This is an optimization exercise on Yosys and OpenROAD, whose aim is small area, a short achievable clock period and few clock cycles, not a production implementation.
At most, simulation tests tie the RTL to the original design; equivalence was not proved.
Power and IR drop assume default switching activity.

// h1_codec
module h1_codec (
    input  wire        clk,
    input  wire        rst,
    input  wire        cmd_valid,
    output wire        cmd_ready,
    input  wire [3:0]  cmd_code,
    input  wire        cmd_is_server,
    input  wire [2:0]  cmd_n,
    input  wire [15:0] cmd_len,
    input  wire [31:0] cmd_a,
    input  wire [31:0] cmd_b,
    input  wire        din_valid,
    output wire        din_ready,
    input  wire [31:0] din_data,
    output wire        rsp_valid,
    input  wire        rsp_ready,
    output wire [2:0]  rsp_status,
    output wire [31:0] rsp_data,
    output wire [31:0] rsp_data2,
    output wire [4:0]  rsp_info
);
export LEC_CHECK = 0
export ABC_CLOCK_PERIOD_IN_PS = 2000
export CAP_MARGIN = 20
export CORE_MARGIN = 2
export CORE_UTILIZATION = 40
export PLACE_DENSITY = 0.6
export SETUP_SLACK_MARGIN = 2.6
export SLEW_MARGIN = 20
create_clock -name core_clock -period 5.0 [get_ports {clk}]
standard.sh (not shown) runs the stock make flow with config.mk's settings and CLKGATE_MAP_FILE= SYNTH_SCRIPT=/design/flow/synth_recipe.tcl, a recipe that flattens the netlist after the stock synthesis.
==> flow/flow/run.sh <==
#!/bin/bash
# Layout flow: the standard flow (standard.sh: ORFS synthesis to the
# final layout, unchanged), with the I/O port buffers that global placement
# inserts made from sky130_fd_sc_hd__buf_2 instead of the resizer's default
# pick. Every port still gets its own buffer. The full output of the ORFS
# run goes to flow_standard.log in this folder; each tool's own log is kept
# by ORFS under orfs/logs/.
set -euo pipefail
export BUFFER_PORTS_ARGS="-buffer_cell sky130_fd_sc_hd__buf_2"
bash standard.sh > flow_standard.log 2>&1
Rerun with:
--- a/flow/design.v
+++ b/flow/design.v
@@ -199,17 +199,16 @@
     reg [2:0]  nreg;         
     reg        drain;        
     reg [2:0]  err;
     reg [31:0] crc_n;
     reg [31:0] dreg;         
     reg        dvalid;       
     reg        dfull, dseed;
     reg [1:0]  dlane;        
-    reg [15:0] rem_load;     
     reg [15:0] rem_proc;     
     reg        ok_r;
     reg        c_full;       
     reg        c_byte;       
     reg        c_trl;        
     reg        seq_ne, seq_eq;
     reg [1:0]  trl_idx;      
     reg        rsp_valid_r, cmd_ready_r, din_ready_r;
@@ -271,30 +270,34 @@
     wire        eq1_0    = (lo[2:0] == 3'd1);
     wire        eq1_1    = (lo[2:0] == 3'd2);
     wire        eq1_4    = (lo[2:0] == 3'd5);
     wire        nf_full  = drain || (dec4 ? ge_n4_4 : byte_now ? ge_n4_1 : ge_n4_0);
     wire        cov_n    = dec4 ? gt_n_4 : byte_now ? gt_n_1 : gt_n_0;
     wire        one_n    = dec4 ? eq1_4 : byte_now ? eq1_1 : eq1_0;
     wire        data_end = dvalid && wdone &&
                            (dseed ? (!hi_nz && lo == 4'd0) : dfull ? !proc_gt4 : eq1_0);
-    wire        load_nz  = (rem_load != 16'd0);
-    wire        load_gt4 = (rem_load[15:3] != 13'd0) || (rem_load[2:0] > 3'd4);
-    wire [15:0] load_nx  = load_gt4 ? rem_load - 16'd4 : 16'd0;
+    wire        gt_1     = hi_nz || (lo > 4'd1);
+    wire        gt_5     = hi_nz || (lo > 4'd5);
+    wire        gt_8     = hi_nz || (lo > 4'd8);
+    wire        pnz      = hi_nz || (lo != 4'd0);
+    wire        need_f   = dec4 ? gt_8 : byte_now ? gt_5 : proc_gt4;
+    wire        need_e   = dec4 ? proc_gt4 : byte_now ? gt_1 : pnz;
     wire        dvalid_n = dvalid && !wdone;
     wire [1:0]  dlane_n  = byte_now ? dlane + 2'd1 : dlane;
+    wire        need_c   = (lo > 4'd5 - {2'd0, dlane_n});
     wire        c_full_n = 1'b0;                      
     wire        c_byte_n = dvalid_n && cov_n;
     wire        c_trl_n  = dvalid_n && !cov_n;
     wire        c_full_f = nf_full && !drain;
     wire        c_byte_f = !nf_full && cov_n;
     wire        c_trl_f  = !nf_full && !cov_n;
-    wire        rdy_n    = s_data && !data_end && load_nz &&
-                           (!dvalid_n || (dlane_n == 2'd3) || one_n);
-    wire        rdy_f    = load_gt4 && nf_full;
+    wire        rdy_n    = s_data && !data_end &&
+                           (dvalid_n ? (need_c && ((dlane_n == 2'd3) || one_n)) : need_e);
+    wire        rdy_f    = need_f && nf_full;
     wire [15:0] seq_d    = rem_proc - dreg[15:0];
     wire        seq_neg  = rem_proc[15] && seq_ne;   
     wire s_data_nx  = t_direct ? i_crc : (s_data && !data_end) || (go_n && op_crc);
     wire s_exec_nx  = t_direct ? i_seq : (go_n && !op_crc);
     wire s_exec2_nx = s_exec && op_seq;
     wire s_pend_nx  = (take && !direct) || (s_pend && !rsp_ready);
     wire s_resp_nx  = t_direct ? !i_crc && !i_seq :
                       !take && ((s_data && data_end) || (s_exec && !op_seq) || s_exec2 ||
@@ -344,17 +347,17 @@
                 dvalid <= dvalid_n;
                 c_full <= c_full_n;
                 c_byte <= c_byte_n;
                 c_trl  <= c_trl_n;
             end
             if (take)
                 din_ready_r <= t_direct && i_crc && i_len_nz;
             else if (go_n)
-                din_ready_r <= op_crc && load_nz;
+                din_ready_r <= op_crc && pnz;
             else if (din_fire)
                 din_ready_r <= rdy_f;
             else
                 din_ready_r <= rdy_n;
             if (take && i_load && !i_nbad)
                 cfg_vld <= 1'b1;
             if (c_full)
                 crc_n <= ~t32_out;
@@ -422,30 +425,28 @@
             err      <= i_err;
             nreg     <= (i_crc && !i_ver) ? 3'd0 : cmd_n;
             drain    <= i_drain;
             ok_r     <= 1'b1;
             dreg     <= cmd_a;
             dfull    <= 1'b1;
             dseed    <= 1'b1;
             dlane    <= 2'd0;
-            rem_load <= cmd_len;
             rem_proc <= i_seq ? cmd_b[15:0] : cmd_len;
         end else begin
             if (s_data) begin
                 rem_proc <= proc_nx;
                 ok_r     <= ok_next;
             end
             if (s_exec && op_seq)
                 rem_proc <= seq_d;
             if (din_fire) begin
                 dreg     <= din_data;
                 dfull    <= nf_full;
                 dseed    <= 1'b0;
                 dlane    <= 2'd0;
-                rem_load <= load_nx;
             end else if (byte_now) begin
                 dreg     <= dreg >> 8;
                 dlane    <= dlane_n;
             end
         end
     end
 endmodule
The new run completed with no timing, DRC or antenna violations.
Sequential cell count goes down by 16.
Combinational power goes up by 14%.
Via count goes up by 2.0%.
Total power goes down by 1.6%.
Sequential power goes down by about 8%.
Synthesized area goes down by 3.8%.
Synthesized cell count goes down by 1.2%.
Testbench counts after the change, summed over its fixed seeds: cycles 77,406.
Only the layout flow was run in the first run of this note; the RTL was not checked for function there.

==> what the ideal ports hide <==
How much do the figures lean on ideal ports? The routed layouts below were timed once more, with nothing changed but the port constraints.
Step 1 (the two cells are an assumption about what drives the block):
set clk [get_ports {clk}]
set_driving_cell -lib_cell sky130_fd_sc_hd__clkbuf_16 $clk
set_driving_cell -lib_cell sky130_fd_sc_hd__buf_2 [delete_from_list [all_inputs] $clk]
Step 2, shift: input delay + t, output delay - t, t = (earliest + latest rising clock arrival at the registers) / 2. This alone moves slack from input paths to output paths.
Three values: no drivers, after step 1, after step 2; two values: the first two.
run | t (ns) | setup WS [ns] | worst hold slack (ns) | worst setup path at the end | worst data-port slew with drivers (ns)
the first run | 0.577 | 2.138 / 2.138 / 1.786 | 0.464 / 0.464 / 0.464 | input to register | 0.07
the second run | 0.498 | 2.325 / 2.339 / 1.841 | 0.476 / 0.476 / 0.476 | input to register | 0.05
After both steps setup and hold are still met in every run listed. The setup slack of the second run, which loses most, moves by +0.014 ns with the drivers and by -0.484 ns with both steps.
